From an optimization exercise on the open Yosys and OpenROAD flow, aimed at small area, a short achievable clock period and few clock cycles; shortcuts taken in it are not production practice.
In this exercise RTL edits were held to simulation tests only and were not proved equivalent to the original.
No activity file was given, so power comes from the tool's default toggle rates.

==> job 3876 <==
// bmx_block
module bmx_block (
    input  wire        clk,
    input  wire        rst,           
    input  wire        cmd_valid,
    output wire        cmd_ready,
    input  wire [39:0] cmd,
    output wire        rsp_valid,
    input  wire        rsp_ready,
    output wire [7:0]  rsp_err,
    output wire [31:0] rsp_res,
    output wire [3:0]  rsp_len,
    output wire [63:0] rsp_out
);
export LEC_CHECK = 0
export CAP_MARGIN = 20
export CORE_MARGIN = 2
export CORE_UTILIZATION = 55
export CTS_CLUSTER_DIAMETER = 60
export CTS_CLUSTER_SIZE = 30
export SLEW_MARGIN = 20
create_clock -name core_clock -period 10.0 [get_ports {clk}]
standard.sh (not shown) runs the stock make flow with config.mk's settings and CLKGATE_MAP_FILE= SYNTH_SCRIPT=/design/flow/synth_recipe.tcl, a recipe that flattens the netlist after the stock synthesis.
==> flow/flow/run.sh <==
#!/bin/bash
set -uo pipefail
RPT=orfs/reports/${FLOW_PLATFORM}/bmx_block/base/6_finish.rpt
clean() {
  [[ -f $RPT ]] || return 1
  grep -q "max slew violation count 0" $RPT || return 1
  grep -q "max cap violation count 0" $RPT || return 1
  grep -q "setup violation count 0" $RPT || return 1
  [[ -s out/final.def ]]
}
i=0
for cfg in "SETUP_SLACK_MARGIN=6.6" \
           "SETUP_SLACK_MARGIN=6.6 SKIP_GATE_CLONING=1" \
           "SETUP_SLACK_MARGIN=5 SKIP_GATE_CLONING=1"; do
  i=$((i + 1))
  rm -rf orfs out/final.def
  bash standard.sh $cfg TNS_END_PERCENT=100 finish > standard_flow_try$i.log 2>&1
  if clean; then exit 0; fi
done
exit 1
==> inputs of job 8247, as changes to job 3876 <==
--- a/flow/design.v
+++ b/flow/design.v
@@ -39,20 +39,17 @@
     reg         hb_init;         
     reg         hv, ef, ua;
     reg [3:0]   err_q;
     reg [1:0]   ud;              
     reg [15:0]  u_rem;
     reg [15:0]  bpl_q;           
     reg [17:0]  b3_q;            
     reg [1:0]   h_dirty;         
-    reg         gact;            
-    reg [3:0]   gph;             
-    reg [31:0]  gc_r;            
-    reg [5:0]   gy;              
+    reg         gphase;          
     reg [39:0]  c0, c1;
     reg         c0_v, c1_v;
     reg [NK-1:0] c0_k;           
     reg [3:0]   c0_e;            
     reg         rv;
     reg [3:0]   err_r;
     reg [31:0]  res_r;
     reg [3:0]   len_r;
@@ -213,18 +210,17 @@
     end
     wire [1:0]  cst = (h_comp == 8'd0) ? 2'd0 : (h_comp == 8'd1) ? 2'd1 : 2'd2;
     wire        dec = hv && (cst == 2'd0);
     wire [31:0] status_word = {u_rem, 2'b00, cst, dec, ua, ef, hv, 4'd0, err_q};
     wire [7:0] ub = arg[7:0];
     wire [3:0] per_byte = 4'd8 >> ud;
     wire       rem_small = (u_rem[15:4] == 12'd0) && (u_rem[3:0] <= per_byte);
     wire [3:0] k = rem_small ? u_rem[3:0] : per_byte;
-    wire [15:0] rem_sub = u_rem - {12'd0, per_byte};
-    wire [15:0] rem_next = rem_small ? 16'd0 : rem_sub;
+    wire [15:0] rem_next = u_rem - {12'd0, k};
     reg  [19:0] pix;
     always @* begin
         case (ud)
             2'd0:    pix[7:0] = {7'd0, ub[7]};
             2'd1:    pix[7:0] = {6'd0, ub[7:6]};
             2'd2:    pix[7:0] = {4'd0, ub[7:4]};
             default: pix[7:0] = ub;
         endcase
@@ -232,117 +228,99 @@
             2'd0:    pix[11:8] = {3'd0, ub[6]};
             2'd1:    pix[11:8] = {2'd0, ub[5:4]};
             default: pix[11:8] = ub[3:0];
         endcase
         pix[13:12] = ud[0] ? ub[3:2] : {1'b0, ub[5]};
         pix[15:14] = ud[0] ? ub[1:0] : {1'b0, ub[4]};
         pix[19:16] = {ub[0], ub[1], ub[2], ub[3]};
     end
-    wire [3:0]  gph_in = cin[15:12] != 4'd0 ? 4'b0001 : cin[11:6] != 6'd0 ? 4'b0010 : 4'b0100;
-    wire [5:0]  gy_in  = cin[15:12] != 4'd0 ? {2'd0, cin[15:12]} :
-                         cin[11:6] != 6'd0 ? cin[11:6] : cin[5:0];
-    reg  [31:0] gx;
-    always @* begin
-        case ({gact, gph[2:0]})
-            4'b0001: gx = {28'd0, h_ds[15:12]};
-            4'b0010: gx = {22'd0, h_ds[15:6]};
-            4'b1010: gx = {6'd0, res_r[19:0], h_ds[11:6]};
-            4'b1100: gx = {res_r[25:0], h_ds[5:0]};
-            default: gx = {16'd0, h_ds};
-        endcase
-    end
+    wire [7:0]  gy = gphase ? arg[15:8] : arg[7:0];
     function [17:0] pp_f(input [1:0] d);
         case (d)
             2'd0: pp_f = 18'd0;
             2'd1: pp_f = {2'd0, bpl_q};
             2'd2: pp_f = {1'd0, bpl_q, 1'b0};
             default: pp_f = b3_q;
         endcase
     endfunction
-    function [31:0] maj(input [31:0] a, input [31:0] b, input [31:0] c);
-        maj = (a & b) | (a & c) | (b & c);
-    endfunction
-    wire [31:0] pp0 = {14'd0, pp_f(gy[1:0])};
-    wire [31:0] pp1 = {12'd0, pp_f(gy[3:2]), 2'd0};
-    wire [31:0] pp2 = {10'd0, pp_f(gy[5:4]), 4'd0};
-    wire [31:0] s1  = pp0 ^ pp1 ^ pp2;
-    wire [31:0] cy1 = {maj(pp0, pp1, pp2), 1'b0};
-    wire [31:0] gcx = !gact ? 32'd0 : gph[1] ? {6'd0, gc_r[19:0], 6'd0} : {gc_r[25:0], 6'd0};
-    wire [31:0] s2  = s1 ^ cy1 ^ gx;
-    wire [31:0] c2  = {maj(s1, cy1, gx), 1'b0};
-    wire [31:0] s3  = s2 ^ c2 ^ gcx;
-    wire [31:0] c3  = {maj(s2, c2, gcx), 1'b0};
-    wire [31:0] grow = res_r + gc_r;
+    wire [23:0] pp0 = {6'd0, pp_f(gy[1:0])};
+    wire [23:0] pp1 = {4'd0, pp_f(gy[3:2]), 2'd0};
+    wire [23:0] pp2 = {2'd0, pp_f(gy[5:4]), 4'd0};
+    wire [23:0] pp3 = {pp_f(gy[7:6]), 6'd0};
+    wire [23:0] s1 = pp0 ^ pp1 ^ pp2;
+    wire [23:0] c1w = {((pp0 & pp1) | (pp0 & pp2) | (pp1 & pp2)), 1'b0};
+    wire [23:0] s2 = s1 ^ c1w ^ pp3;
+    wire [23:0] c2w = {((s1 & c1w) | (s1 & pp3) | (c1w & pp3)), 1'b0};
+    wire [31:0] g_acc = gphase ? res_r : {16'd0, h_ds};
+    wire [31:0] g_a = gphase ? {s2, 8'd0} : {8'd0, s2};
+    wire [31:0] g_b = gphase ? {c2w, 8'd0} : {8'd0, c2w};
+    wire [31:0] s3 = g_acc ^ g_a ^ g_b;
+    wire [31:0] c3w = {((g_acc & g_a) | (g_acc & g_b) | (g_a & g_b)), 1'b0};
+    wire [31:0] grow = s3 + c3w;
     wire hb_acc = c0_k[K_HBWR] | c0_k[K_HBRD];
     wire [4:0] hb_idx = c0_k[K_HBWR] ? arg[12:8] : arg[4:0];
     wire hb_al  = (p == hb_idx);
     wire r_al   = (q == sel[3:0]);
     wire r_acc  = (c0_k[K_SETF] | c0_k[K_GETF]) & sel_res;
     reg [3:0] s_err;
     always @* begin
         s_err = E_OK;
         if (c0_k[K_PARSE]) s_err = verr_d;
         if (c0_k[K_HVALID]) s_err = verr_h;
         if ((c0_k[K_FIXREG] | c0_k[K_GROW]) && !h_depth_ok) s_err = E_DEPTH;
         if (c0_k[K_UPUSH] && !ua) s_err = E_STATE;
     end
     wire [3:0] x_err = (c0_e != E_OK) ? c0_e : s_err;
     wire       x_ok  = (c0_e == E_OK) && (s_err == E_OK);
-    wire grow_go = c0_k[K_GROW];
+    wire grow_go = c0_k[K_GROW] & h_depth_ok;
     wire wait_c = (hb_acc & !hb_al) | (c0_k[K_PARSE] & (p != 5'd0)) |
                   (c0_k[K_HSER] & (q != 4'd0)) | (r_acc & !r_al) |
-                  (grow_go & ((h_dirty != 2'd0) | !gph[3]));
+                  (grow_go & ((h_dirty != 2'd0) | !gphase));
     wire act  = c0_v && !hb_init;                  
     wire done = act && !wait_c && rsp_free;        
     wire c0_free = !c0_v || done;
-    wire g_lo = act && grow_go && (h_dirty == 2'd0) && !gph[3] && rsp_free;
+    wire g_lo = act && grow_go && (h_dirty == 2'd0) && !gphase && rsp_free;
     reg [31:0] x_res;
     always @* begin
         x_res = 32'd0;
         case (op)
             OP_STATUS:  x_res = status_word;
             OP_HBRD:    x_res = {24'd0, hb[7:0]};
             OP_HGETF:   x_res = {8'd0, field_val};
             OP_HPALCNT: x_res = (h_pal_used == 8'd0) ? 32'd256 : {24'd0, h_pal_used};
-            OP_HFIXREG: x_res = h_depth_ok ? {30'd0, h_lg} : 32'd0;
+            OP_HFIXREG: x_res = {30'd0, h_lg};
             OP_HFIXPAL: x_res = 32'd32 + {15'd0, arg[15:0], 1'b0};
             OP_PPACK, OP_PPACK32: x_res = {20'd0, arg[23:20], arg[15:12], arg[7:4]};
             OP_PUNPACK:   x_res = {8'h00, arg[11:8], 4'h0, arg[7:4], 4'h0, arg[3:0], 4'h0};
             OP_PUNPACK32: x_res = {8'hFF, arg[11:8], 4'h0, arg[7:4], 4'h0, arg[3:0], 4'h0};
             OP_GBPL, OP_USTART: x_res = {16'd0, bpl_arg};
             OP_GSTRIDE4: x_res = {15'd0, stride_arg};
             OP_GD2R, OP_GD2F: x_res = {30'd0, arg_lg};
             OP_GR2D, OP_GF2D: x_res = {28'd0, 4'd1 << arg[1:0]};
             OP_GF2DS: x_res = (arg[7:2] != 6'd0) ? 32'h0001_0308
                                                  : {22'd0, arg[1:0], 4'd0, 4'd1 << arg[1:0]};
-            OP_GROWOFF: x_res = h_depth_ok ? grow : 32'd0;
-            OP_UPUSH:   x_res = ua ? {16'd0, rem_next} : 32'd0;
+            OP_GROWOFF: x_res = grow;
+            OP_UPUSH:   x_res = {16'd0, rem_next};
             default: ;
         endcase
-        if (c0_e != E_OK) x_res = 32'd0;
+        if (!x_ok) x_res = 32'd0;
     end
     wire d_ok = done && x_ok;
     wire rot_hb = act && ((hb_acc && (!hb_al || rsp_free)) || (c0_k[K_PARSE] && p != 5'd0));
     wire ld_hb  = hb_init || (done && c0_k[K_HSER]);
     wire [7:0] hb_in = (c0_k[K_HBWR] && hb_al) ? arg[7:0] : hb[7:0];
     wire rot_r = act && ((r_acc && (!r_al || rsp_free)) || (c0_k[K_HSER] && q != 4'd0));
     wire [7:0] r_in = (c0_k[K_SETF] && r_al) ? val[7:0] : h_res[7:0];
     always @(posedge clk) begin
         if (!c1_v) c1 <= cmd;
         if (c0_free) begin
             c0   <= cin;
             c0_k <= pk;
             c0_e <= pe;
-            gph  <= gph_in;
-            gy   <= gy_in;
-        end else if (g_lo) begin
-            gph  <= {gph[2:0], 1'b0};
-            gy   <= gph[0] ? arg[11:6] : arg[5:0];
-            gc_r <= c3;
         end
         if (rst) begin
             c0_v <= 1'b0;
             c1_v <= 1'b0;
         end else begin
             if (c0_free) c0_v <= c1_v || fire;
             c1_v <= c1_v ? !c0_free : (fire && !c0_free);
         end
@@ -406,17 +384,17 @@
                     4'd10: h_pal_used  <= val[7:0];
                     4'd11: h_pal_start <= val[7:0];
                     4'd12: h_ds        <= val[15:0];
                     4'd14: h_comp      <= val[7:0];
                     4'd15: h_border    <= val[7:0];
                     default: ;
                 endcase
             end
-            if (done && c0_k[K_FIXREG] && h_depth_ok) h_creg <= {6'd0, h_lg};
+            if (d_ok && c0_k[K_FIXREG]) h_creg <= {6'd0, h_lg};
             if (done && c0_k[K_FIXPAL]) begin
                 h_pal_used <= arg[7:0];
                 h_ds       <= {5'd0, arg[8:0], 1'b0} + 16'd32;
             end
             if (rot_r) begin
                 h_res <= {r_in, h_res[127:8]};
                 q <= q + 4'd1;
             end
@@ -428,45 +406,45 @@
         h_dirty <= {h_dirty[0], h_clr || h_parse || h_set};
         if (rst || (done && c0_k[K_RESET])) begin
             hv     <= 1'b0;
             ef     <= 1'b0;
             ua     <= 1'b0;
             err_q  <= 4'd0;
             ud     <= 2'd0;
             u_rem  <= 16'd0;
-            gact   <= 1'b0;
+            gphase <= 1'b0;
         end else begin
             if (done) begin
                 if (!c0_k[K_STATUS]) err_q <= x_err;
                 if (!x_ok) ef <= 1'b1;
                 else if (c0_k[K_CLRERR]) ef <= 1'b0;
                 if (c0_k[K_PARSE] || c0_k[K_HVALID]) hv <= x_ok;
                 else if (x_ok && (c0_k[K_HINIT] || c0_k[K_SETF] || c0_k[K_FIXREG] ||
                                   c0_k[K_FIXPAL])) hv <= 1'b0;
                 if (c0_k[K_USTART]) begin
                     ud    <= arg_lg;
                     u_rem <= arg_width;
                     ua    <= (arg_width != 16'd0);
                 end
-                if (c0_k[K_UPUSH] && ua) begin
+                if (x_ok && c0_k[K_UPUSH]) begin
                     u_rem <= rem_next;
                     if (rem_small) ua <= 1'b0;
                 end
             end
-            if (g_lo) gact <= 1'b1;
-            else if (done) gact <= 1'b0;
+            if (g_lo) gphase <= 1'b1;
+            else if (done) gphase <= 1'b0;
         end
     end
     always @(posedge clk) begin
         if (rst) rv <= 1'b0;
         else if (done) rv <= 1'b1;
         else if (rsp_ready) rv <= 1'b0;
         if (done) begin
             err_r <= x_err;
             res_r <= x_res;
-            len_r <= (c0_k[K_UPUSH] && ua) ? k : 4'd0;
+            len_r <= (x_ok && c0_k[K_UPUSH]) ? k : 4'd0;
             out_r <= pix;
         end else if (g_lo) begin
-            res_r <= s3;
+            res_r <= grow;
         end
     end
 endmodule
==> flow/run.sh (new file) <==
#!/bin/bash
# synth_recipe.tcl (not shown) runs the flow's synth.tcl, then flattens the netlist and writes it again
# the make line also repeats each setting of config.mk as NAME=value (left out here)
make -C /OpenROAD-flow-scripts/flow DESIGN_CONFIG=/design/flow/config.mk WORK_HOME=/design/flow/orfs CLKGATE_MAP_FILE= SYNTH_SCRIPT=/design/flow/synth_recipe.tcl finish
==> flow/config.mk (replaced) <==
export PLATFORM = sky130hd
export DESIGN_NAME = bmx_block
export DESIGN_NICKNAME = bmx_block
export VERILOG_FILES = /design/flow/design.v
export SDC_FILE = /design/flow/constraint.sdc
export NUM_CORES = 4
export LEC_CHECK = 0
export ABC_CLOCK_PERIOD_IN_PS = 4000
export CAP_MARGIN = 20
export CORE_MARGIN = 2
export CORE_UTILIZATION = 40
export SETUP_SLACK_MARGIN = 5
export SLEW_MARGIN = 20
removed: flow/flow/run.sh
removed: flow/standard.sh
==> results.txt <==
|  | job 8247 | job 3876 |
|---|---|---|
| Status | finished with violations | timing/DRC/antenna clean |
| Layout check failures | max-capacitance violations, max-slew violations | - |
| Total standard cell area after synthesis | 45,130 sq um | 45,550 sq um |
| Area overhead of the layout relative to synthesis | 15.31% | 17.14% |
| Slew margin rel. | -0.08047 | 0.1942 |
| Transition time at the pin with the least slew margin | 1.608 ns | 1.198 ns |
| Gates resized, CTS repair | 134 | 452 |
| Post-route insts no fill | 6,598 | 6,126 |
| Non-clock inverter total of the final layout | 154 | 126 |
| Worst setup path startpoint | gphase | cmd[1] |
| Leak | 20.76 nW | 21.73 nW |
| Fraction of the mapped netlist area in adder cells | 0.05889 | 0.05604 |
| Wire length of the first global-routing pass | 241.9 mm | 247.2 mm |
| Comb power frac | 0.149 | 0.157 |
| Peak supply drop | 114.6 uV | 161.5 uV |
| Pwr per Cell Area | 152.0 nW/um^2 | 147.9 nW/um^2 |
| Via density per instance | 5.968 | 6.600 |
| Cell with the largest stage delay on the worst path | sky130_fd_sc_hd__fa_1 | sky130_fd_sc_hd__or4_1 |
| Post-synthesis share of cell area spent on xor and xnor gates | 0.03144 | 0.03134 |
| Routed WL | 163.9 mm | 172.1 mm |
| Routing usage on met3 | 0.05317 | 0.07079 |
| Post-synth top area share | 0.2515 | 0.2756 |
| Tot Pwr | 7.911 mW | 7.889 mW |
| Part of the power in the clock network | 0.404 | 0.371 |
| Metal1 wirelength | 68.56 mm | 67.31 mm |
| Area of the placeable core | 112,200 sq um | 81,980 sq um |
| Seq/Total Area, Yosys | 0.4139 | 0.4365 |
| Num CTS Buffers | 85 | 69 |
Testbench counts of job 3876, summed over its fixed seeds: cycles 6,593.
Testbench counts of job 8247, summed over its fixed seeds: cycles 6,545.

afterwards: timing with drivers on the ports:
No port has a modelled driver above. Below, the same layouts with a new extraction and two added sets of constraints. Step 1, drivers: a clkbuf_16 drives clk and a buf_2 each remaining input, both assumed. Step 2 times the ports against the registers' clock, not the clock port: input delays grow and output delays shrink by t, the midpoint of the rising clock arrivals with the driver on. a / b / c = ideal / step 1 / step 2; a / b = the first two.
| run | t, ns | setup WS [ns] | worst slew at a driven data input, ns |
|---|---|---|---|
| job 3876 | 0.714 | 6.347 / 6.385 / 5.670 | 0.06 |
| job 8247 | 0.740 | 4.498 / 4.498 / 4.491 | 0.05 |
For job 3876, which loses most, drivers alone change the setup slack by +0.038 ns; drivers and shift together by -0.677 ns.
